From an optimization exercise on the open Yosys and OpenROAD flow, aimed at small area and few clock cycles per item; shortcuts taken in it are not production practice.
The RTL was checked by simulation tests, not by an equivalence proof against the original design.

==> v14 <==
## gf16_affine_chunk
module gf16_affine_chunk #(
    parameter        LANES = 32,
    parameter [16:0] POLY  = 17'h1100B
) (
    input  wire                  clk,
    input  wire                  rst,
    input  wire                  in_valid,
    output wire                  in_ready,
    input  wire [15:0]           in_scalar,
    input  wire                  in_acc,
    input  wire [LANES-1:0]      in_mask,
    input  wire [16*LANES-1:0]   in_src,
    input  wire [16*LANES-1:0]   in_dst,
    output wire                  out_valid,
    input  wire                  out_ready,
    output wire [16*LANES-1:0]   out_data,
    output wire [LANES-1:0]      out_mask
);
==> module gf16_affine_chunk, before the edit <==
module gf16_affine_chunk #(
    parameter        LANES = 32,
    parameter [16:0] POLY  = 17'h1100B
) (
    input  wire                  clk,
    input  wire                  rst,
    input  wire                  in_valid,
    output wire                  in_ready,
    input  wire [15:0]           in_scalar,
    input  wire                  in_acc,
    input  wire [LANES-1:0]      in_mask,
    input  wire [16*LANES-1:0]   in_src,
    input  wire [16*LANES-1:0]   in_dst,
    output wire                  out_valid,
    input  wire                  out_ready,
    output wire [16*LANES-1:0]   out_data,
    output wire [LANES-1:0]      out_mask
);
    wire [80:0] lm_lo, lm_hi;
    gf16_scalar_prep u_prep_lo (.a(in_scalar), .lm(lm_lo));
    gf16_scalar_prep u_prep_hi (.a(in_scalar), .lm(lm_hi));
    wire [16*LANES-1:0] lane_res;
    genvar g;
    generate
        for (g = 0; g < LANES; g = g + 1) begin : lane
            wire [15:0] p;
            gf16_lane_mul u_mul (
                .lm (g < LANES/2 ? lm_lo : lm_hi),
                .s  (in_src[16*g +: 16]),
                .p  (p)
            );
            assign lane_res[16*g +: 16] = p ^ (in_dst[16*g +: 16] & {16{in_acc}});
        end
    endgenerate
    reg                 out_valid_q;
    reg [16*LANES-1:0]  out_data_q;
    reg [LANES-1:0]     out_mask_q;
    assign in_ready = !out_valid_q || out_ready;
    always @(posedge clk) begin
        if (rst) begin
            out_valid_q <= 1'b0;
        end else if (in_valid && in_ready) begin
            out_valid_q <= 1'b1;
        end else if (out_ready) begin
            out_valid_q <= 1'b0;
        end
    end
    always @(posedge clk) begin
        if (in_ready) begin
            out_data_q <= lane_res;
            out_mask_q <= in_mask;
        end
    end
    assign out_valid = out_valid_q;
    assign out_data  = out_data_q;
    assign out_mask  = out_mask_q;
endmodule
==> flow/config.mk <==
export PLATFORM = sky130hd
export DESIGN_NAME = gf16_affine_chunk
export DESIGN_NICKNAME = gf16_affine_chunk
export VERILOG_FILES = /design/flow/design.v
export SDC_FILE = /design/flow/constraint.sdc
export NUM_CORES = 4
export LEC_CHECK = 0
export CAP_MARGIN = 20
export CORE_AREA = 5 5 645 260
export DIE_AREA = 0 0 650 265
export GPL_TIMING_DRIVEN = 0
export SETUP_SLACK_MARGIN = 0.4
export SLEW_MARGIN = 20
export SYNTH_HIERARCHICAL = 1
==> flow/constraint.sdc <==
create_clock -name core_clock -period 5.0 [get_ports {clk}]
set_input_delay 1.0000 -clock core_clock [delete_from_list [all_inputs] [get_ports {clk}]]
set_output_delay 1.0000 -clock core_clock [all_outputs]
set_load 0.01 [all_outputs]
standard.sh (not shown) runs the stock make flow with config.mk's settings and CLKGATE_MAP_FILE= SYNTH_SCRIPT=/design/flow/synth_recipe.tcl, a recipe that flattens the netlist after the stock synthesis.
==> flow/flow/run.sh <==
#!/bin/bash
# The standard layout, with each port buffered by the smallest buffer cell
# (sky130_fd_sc_hd__buf_1) instead of the one buffer_ports picks by itself.
set -euo pipefail
export BUFFER_PORTS_ARGS="-buffer_cell sky130_fd_sc_hd__buf_1"
bash standard.sh > standard.log 2>&1
==> inputs of v25, as changes to v14 <==
--- a/flow/design.v
+++ b/flow/design.v
@@ -611,22 +611,21 @@
     input  wire [16*LANES-1:0]   in_dst,
     output wire                  out_valid,
     input  wire                  out_ready,
     output wire [16*LANES-1:0]   out_data,
     output wire [LANES-1:0]      out_mask
 );
-    wire [80:0] lm_lo, lm_hi;
-    gf16_scalar_prep u_prep_lo (.a(in_scalar), .lm(lm_lo));
-    gf16_scalar_prep u_prep_hi (.a(in_scalar), .lm(lm_hi));
+    wire [80:0] lm;
+    gf16_scalar_prep u_prep (.a(in_scalar), .lm(lm));
     wire [16*LANES-1:0] lane_res;
     genvar g;
     generate
         for (g = 0; g < LANES; g = g + 1) begin : lane
             wire [15:0] p;
             gf16_lane_mul u_mul (
-                .lm (g < LANES/2 ? lm_lo : lm_hi),
+                .lm (lm),
                 .s  (in_src[16*g +: 16]),
                 .p  (p)
             );
             assign lane_res[16*g +: 16] = p ^ (in_dst[16*g +: 16] & {16{in_acc}});
         end
     endgenerate
==> inputs of v23, as changes to v14 <==
--- a/flow/design.v
+++ b/flow/design.v
@@ -572,32 +572,64 @@
     wire v158;
     gf2_xor2 u_v158 (.a(v54), .b(v102), .z(v158));
     wire v159;
     gf2_xor2 u_v159 (.a(v55), .b(v103), .z(v159));
     wire v160;
     gf2_xor2 u_v160 (.a(v48), .b(v144), .z(v160));
-    gf2_xor2 u_v161 (.a(v49), .b(v145), .z(p[12]));
-    gf2_xor2 u_v162 (.a(v50), .b(v146), .z(p[13]));
-    gf2_xor2 u_v163 (.a(v51), .b(v147), .z(p[14]));
-    gf2_xor2 u_v164 (.a(v52), .b(v148), .z(p[15]));
-    gf2_xor2 u_v165 (.a(v53), .b(v149), .z(p[0]));
+    wire v161;
+    gf2_xor2 u_v161 (.a(v49), .b(v145), .z(v161));
+    wire v162;
+    gf2_xor2 u_v162 (.a(v50), .b(v146), .z(v162));
+    wire v163;
+    gf2_xor2 u_v163 (.a(v51), .b(v147), .z(v163));
+    wire v164;
+    gf2_xor2 u_v164 (.a(v52), .b(v148), .z(v164));
+    wire v165;
+    gf2_xor2 u_v165 (.a(v53), .b(v149), .z(v165));
     wire v166;
     gf2_xor2 u_v166 (.a(v54), .b(v150), .z(v166));
     wire v167;
     gf2_xor2 u_v167 (.a(v55), .b(v151), .z(v167));
-    gf2_xor2 u_v168 (.a(v166), .b(p[0]), .z(p[1]));
-    gf2_xor2 u_v169 (.a(v167), .b(v166), .z(p[2]));
-    gf2_xor2 u_v170 (.a(v156), .b(v152), .z(p[3]));
-    gf2_xor2 u_v171 (.a(v157), .b(v153), .z(p[4]));
-    gf2_xor2 u_v172 (.a(v158), .b(v154), .z(p[5]));
-    gf2_xor2 u_v173 (.a(v159), .b(v155), .z(p[6]));
-    gf2_xor2 u_v174 (.a(v160), .b(v156), .z(p[7]));
-    gf2_xor2 u_v175 (.a(p[12]), .b(v157), .z(p[8]));
-    gf2_xor2 u_v176 (.a(p[13]), .b(v158), .z(p[9]));
-    gf2_xor2 u_v177 (.a(p[14]), .b(v159), .z(p[10]));
-    gf2_xor2 u_v178 (.a(p[15]), .b(v160), .z(p[11]));
+    assign p[0] = v165;
+    wire v168;
+    gf2_xor2 u_v168 (.a(v166), .b(v165), .z(v168));
+    assign p[1] = v168;
+    wire v169;
+    gf2_xor2 u_v169 (.a(v167), .b(v166), .z(v169));
+    assign p[2] = v169;
+    wire v170;
+    gf2_xor2 u_v170 (.a(v156), .b(v152), .z(v170));
+    assign p[3] = v170;
+    wire v171;
+    gf2_xor2 u_v171 (.a(v157), .b(v153), .z(v171));
+    assign p[4] = v171;
+    wire v172;
+    gf2_xor2 u_v172 (.a(v158), .b(v154), .z(v172));
+    assign p[5] = v172;
+    wire v173;
+    gf2_xor2 u_v173 (.a(v159), .b(v155), .z(v173));
+    assign p[6] = v173;
+    wire v174;
+    gf2_xor2 u_v174 (.a(v160), .b(v156), .z(v174));
+    assign p[7] = v174;
+    wire v175;
+    gf2_xor2 u_v175 (.a(v161), .b(v157), .z(v175));
+    assign p[8] = v175;
+    wire v176;
+    gf2_xor2 u_v176 (.a(v162), .b(v158), .z(v176));
+    assign p[9] = v176;
+    wire v177;
+    gf2_xor2 u_v177 (.a(v163), .b(v159), .z(v177));
+    assign p[10] = v177;
+    wire v178;
+    gf2_xor2 u_v178 (.a(v164), .b(v160), .z(v178));
+    assign p[11] = v178;
+    assign p[12] = v161;
+    assign p[13] = v162;
+    assign p[14] = v163;
+    assign p[15] = v164;
 endmodule
 module gf16_affine_chunk #(
     parameter        LANES = 32,
     parameter [16:0] POLY  = 17'h1100B
 ) (
     input  wire                  clk,
==> inputs of v19, as changes to v14 <==
--- a/flow/design.v
+++ b/flow/design.v
@@ -572,32 +572,64 @@
     wire v158;
     gf2_xor2 u_v158 (.a(v54), .b(v102), .z(v158));
     wire v159;
     gf2_xor2 u_v159 (.a(v55), .b(v103), .z(v159));
     wire v160;
     gf2_xor2 u_v160 (.a(v48), .b(v144), .z(v160));
-    gf2_xor2 u_v161 (.a(v49), .b(v145), .z(p[12]));
-    gf2_xor2 u_v162 (.a(v50), .b(v146), .z(p[13]));
-    gf2_xor2 u_v163 (.a(v51), .b(v147), .z(p[14]));
-    gf2_xor2 u_v164 (.a(v52), .b(v148), .z(p[15]));
-    gf2_xor2 u_v165 (.a(v53), .b(v149), .z(p[0]));
+    wire v161;
+    gf2_xor2 u_v161 (.a(v49), .b(v145), .z(v161));
+    wire v162;
+    gf2_xor2 u_v162 (.a(v50), .b(v146), .z(v162));
+    wire v163;
+    gf2_xor2 u_v163 (.a(v51), .b(v147), .z(v163));
+    wire v164;
+    gf2_xor2 u_v164 (.a(v52), .b(v148), .z(v164));
+    wire v165;
+    gf2_xor2 u_v165 (.a(v53), .b(v149), .z(v165));
     wire v166;
     gf2_xor2 u_v166 (.a(v54), .b(v150), .z(v166));
     wire v167;
     gf2_xor2 u_v167 (.a(v55), .b(v151), .z(v167));
-    gf2_xor2 u_v168 (.a(v166), .b(p[0]), .z(p[1]));
-    gf2_xor2 u_v169 (.a(v167), .b(v166), .z(p[2]));
-    gf2_xor2 u_v170 (.a(v156), .b(v152), .z(p[3]));
-    gf2_xor2 u_v171 (.a(v157), .b(v153), .z(p[4]));
-    gf2_xor2 u_v172 (.a(v158), .b(v154), .z(p[5]));
-    gf2_xor2 u_v173 (.a(v159), .b(v155), .z(p[6]));
-    gf2_xor2 u_v174 (.a(v160), .b(v156), .z(p[7]));
-    gf2_xor2 u_v175 (.a(p[12]), .b(v157), .z(p[8]));
-    gf2_xor2 u_v176 (.a(p[13]), .b(v158), .z(p[9]));
-    gf2_xor2 u_v177 (.a(p[14]), .b(v159), .z(p[10]));
-    gf2_xor2 u_v178 (.a(p[15]), .b(v160), .z(p[11]));
+    assign p[0] = v165;
+    wire v168;
+    gf2_xor2 u_v168 (.a(v166), .b(v165), .z(v168));
+    assign p[1] = v168;
+    wire v169;
+    gf2_xor2 u_v169 (.a(v167), .b(v166), .z(v169));
+    assign p[2] = v169;
+    wire v170;
+    gf2_xor2 u_v170 (.a(v156), .b(v152), .z(v170));
+    assign p[3] = v170;
+    wire v171;
+    gf2_xor2 u_v171 (.a(v157), .b(v153), .z(v171));
+    assign p[4] = v171;
+    wire v172;
+    gf2_xor2 u_v172 (.a(v158), .b(v154), .z(v172));
+    assign p[5] = v172;
+    wire v173;
+    gf2_xor2 u_v173 (.a(v159), .b(v155), .z(v173));
+    assign p[6] = v173;
+    wire v174;
+    gf2_xor2 u_v174 (.a(v160), .b(v156), .z(v174));
+    assign p[7] = v174;
+    wire v175;
+    gf2_xor2 u_v175 (.a(v161), .b(v157), .z(v175));
+    assign p[8] = v175;
+    wire v176;
+    gf2_xor2 u_v176 (.a(v162), .b(v158), .z(v176));
+    assign p[9] = v176;
+    wire v177;
+    gf2_xor2 u_v177 (.a(v163), .b(v159), .z(v177));
+    assign p[10] = v177;
+    wire v178;
+    gf2_xor2 u_v178 (.a(v164), .b(v160), .z(v178));
+    assign p[11] = v178;
+    assign p[12] = v161;
+    assign p[13] = v162;
+    assign p[14] = v163;
+    assign p[15] = v164;
 endmodule
 module gf16_affine_chunk #(
     parameter        LANES = 32,
     parameter [16:0] POLY  = 17'h1100B
 ) (
     input  wire                  clk,
@@ -611,22 +643,21 @@
     input  wire [16*LANES-1:0]   in_dst,
     output wire                  out_valid,
     input  wire                  out_ready,
     output wire [16*LANES-1:0]   out_data,
     output wire [LANES-1:0]      out_mask
 );
-    wire [80:0] lm_lo, lm_hi;
-    gf16_scalar_prep u_prep_lo (.a(in_scalar), .lm(lm_lo));
-    gf16_scalar_prep u_prep_hi (.a(in_scalar), .lm(lm_hi));
+    wire [80:0] lm;
+    gf16_scalar_prep u_prep (.a(in_scalar), .lm(lm));
     wire [16*LANES-1:0] lane_res;
     genvar g;
     generate
         for (g = 0; g < LANES; g = g + 1) begin : lane
             wire [15:0] p;
             gf16_lane_mul u_mul (
-                .lm (g < LANES/2 ? lm_lo : lm_hi),
+                .lm (lm),
                 .s  (in_src[16*g +: 16]),
                 .p  (p)
             );
             assign lane_res[16*g +: 16] = p ^ (in_dst[16*g +: 16] & {16{in_acc}});
         end
     endgenerate
Settings changed: SETUP_SLACK_MARGIN 0.4 to default.
==> out/results.ini <==
[global_route]
antenna_found_initial = 138
grt_pass1_wl_mm = 593

[logic_synthesis]
post_synth_most_frequent_cells = 5,760 x sky130_fd_sc_hd__xor2_1, 3,968 x sky130_fd_sc_hd__nand2_1, 578 x sky130_fd_sc_hd__xnor2_1
synth_nets = 12100

[setup_path]
path_cells = buf_2 -> xor2_1 -> xnor2_2 -> xnor2_1 -> buf_4 -> nand2_1 -> xor2_1 -> xor2_1 -> xor2_1 -> xor2_1 -> xor2_1 -> xnor2_1
r2r-end = out_data_q[399]$_DFFE_PP_
setup.reg_to_reg.worst_slack_ps = 2340

[layout]
insertedDiodeCount = 125
layout.comb_gates.multi_input = 10300
layout.nets = 13800
nonClockBufferCount = 1788

[place]
place_congestion = 1.00

[run_status]
outcome = complete, no violations

[sta]
timing.final.setup_violations = 0
maxClockFrequency_mhz = 206

The numbers above come from v25.

==> out/results.ini <==
[run_status]
outcome = complete, no violations

[layout]
nonClockBufferCount = 2387
insertedDiodeCount = 108
layout.nets = 14500

[setup_path]
r2r-end = out_data_q[495]$_DFFE_PP_
path_cells = buf_2 -> xor2_2 -> xnor2_1 -> xnor2_1 -> xnor2_1 -> buf_6 -> nand2_1 -> xor2_1 -> xor2_1 -> xor2_1 -> xor2_1 -> xor2_1 -> buf_4 -> xnor2_1
setup.reg_to_reg.worst_slack_ps = 2200

[place]
place_congestion = 1.01

[sta]
maxClockFrequency_mhz = 217
timing.final.setup_violations = 0

[logic_synthesis]
synth-async-reset-ratio_pct = 0
synth_nets = 12800

[global_route]
antenna_found_initial = 112
grt_start_max_net_pins = 56
grt_pass1_wl_mm = 560

The numbers above come from v23.

==> out/results.ini <==
[run_status]
layout_violations = antenna rules
outcome = complete, but fails checks

[setup_path]
setup.reg_to_reg.worst_slack_ps = 2080
r2r-end = out_data_q[313]$_DFFE_PP_
cp_num_buf_inv = 2
path_cells = buf_2 -> xor2_2 -> xor3_4 -> xor2_4 -> buf_4 -> nand2_1 -> xor2_1 -> xor2_1 -> xor2_1 -> xor2_1 -> xor2_1 -> xnor2_1

[route]
antenna_viol_nets_final = 1

[layout]
layout.comb_gates.multi_input = 10400
nonClockBufferCount = 1873

[floorplanning]
die_height_um = 265

[sta]
maxClockFrequency_mhz = 212

[global_route]
grt_pass1_wl_mm = 562
antenna_found_initial = 101

[place]
place_congestion = 0.978

The numbers above come from v14.

==> out/results.ini <==
[layout]
nonClockBufferCount = 2290
layout.nets = 14300
postLayoutCellArea_um2 = 104000
insertedDiodeCount = 127

[logic_synthesis]
synth_nets = 12600
post_synth_most_frequent_cells = 5,760 x sky130_fd_sc_hd__xor2_1, 3,968 x sky130_fd_sc_hd__nand2_1, 592 x sky130_fd_sc_hd__buf_4

[sta]
maxClockFrequency_mhz = 193
final.setup.worst_slack_ps = -187
timing.final.setup_violations = 15

[setup_path]
setup.reg_to_reg.worst_slack_ps = 1950
path_cells = buf_1 -> xor2_2 -> xor3_4 -> xor2_4 -> buf_4 -> nand2_1 -> xor2_1 -> xor2_1 -> xor2_1 -> xor2_1 -> xor2_1 -> buf_4 -> xnor2_1
r2r-end = out_data_q[85]$_DFFE_PP_

[run_status]
outcome = complete, but fails checks
layout_violations = setup timing

[global_route]
grt_pass1_wl_mm = 577
antenna_found_initial = 142

The numbers above come from v19.

Testbench counts of v14, summed over its fixed seeds: cycles 11,972, beats 11,964.
Testbench counts of v25, summed over its fixed seeds: cycles 11,972, beats 11,964.
Testbench counts of v23, summed over its fixed seeds: cycles 11,972, beats 11,964.
Testbench counts of v19, summed over its fixed seeds: cycles 11,972, beats 11,964.

-- port drivers added, routing unchanged --
The results above use ideal ports. As a check the final layouts listed here were re-extracted and re-timed, cells and wires unchanged. Step 1 sets driving cells, clkbuf_16 on the clock port and buf_2 on the other inputs (assumed; they add their load-dependent delay and slew). Step 2 times the ports against the registers' clock, not the clock port: input delays grow and output delays shrink by t, the midpoint of the rising clock arrivals with the driver on. a / b / c = ideal ports / drivers / drivers and shift; a / b = the first two.
run | t, ns | slack for setup (ns) | worst setup path at the end | latest minus earliest clock arrival (ns) | pins driven straight from the clock port
v14 | 0.796 | 0.291 / 0.230 / -0.566 | input to register | 0.051 / 0.051 | 1
v25 | 0.810 | 0.135 / 0.120 / -0.690 | input to register | 0.061 / 0.060 | 1
v23 | 0.808 | 0.397 / 0.359 / -0.450 | input to register | 0.049 / 0.049 | 1
v19 | 0.819 | -0.187 / -0.171 / -0.990 | input to register | 0.075 / 0.075 | 1
For v14, which loses most, drivers alone change the setup slack by -0.061 ns; drivers and shift together by -0.857 ns.
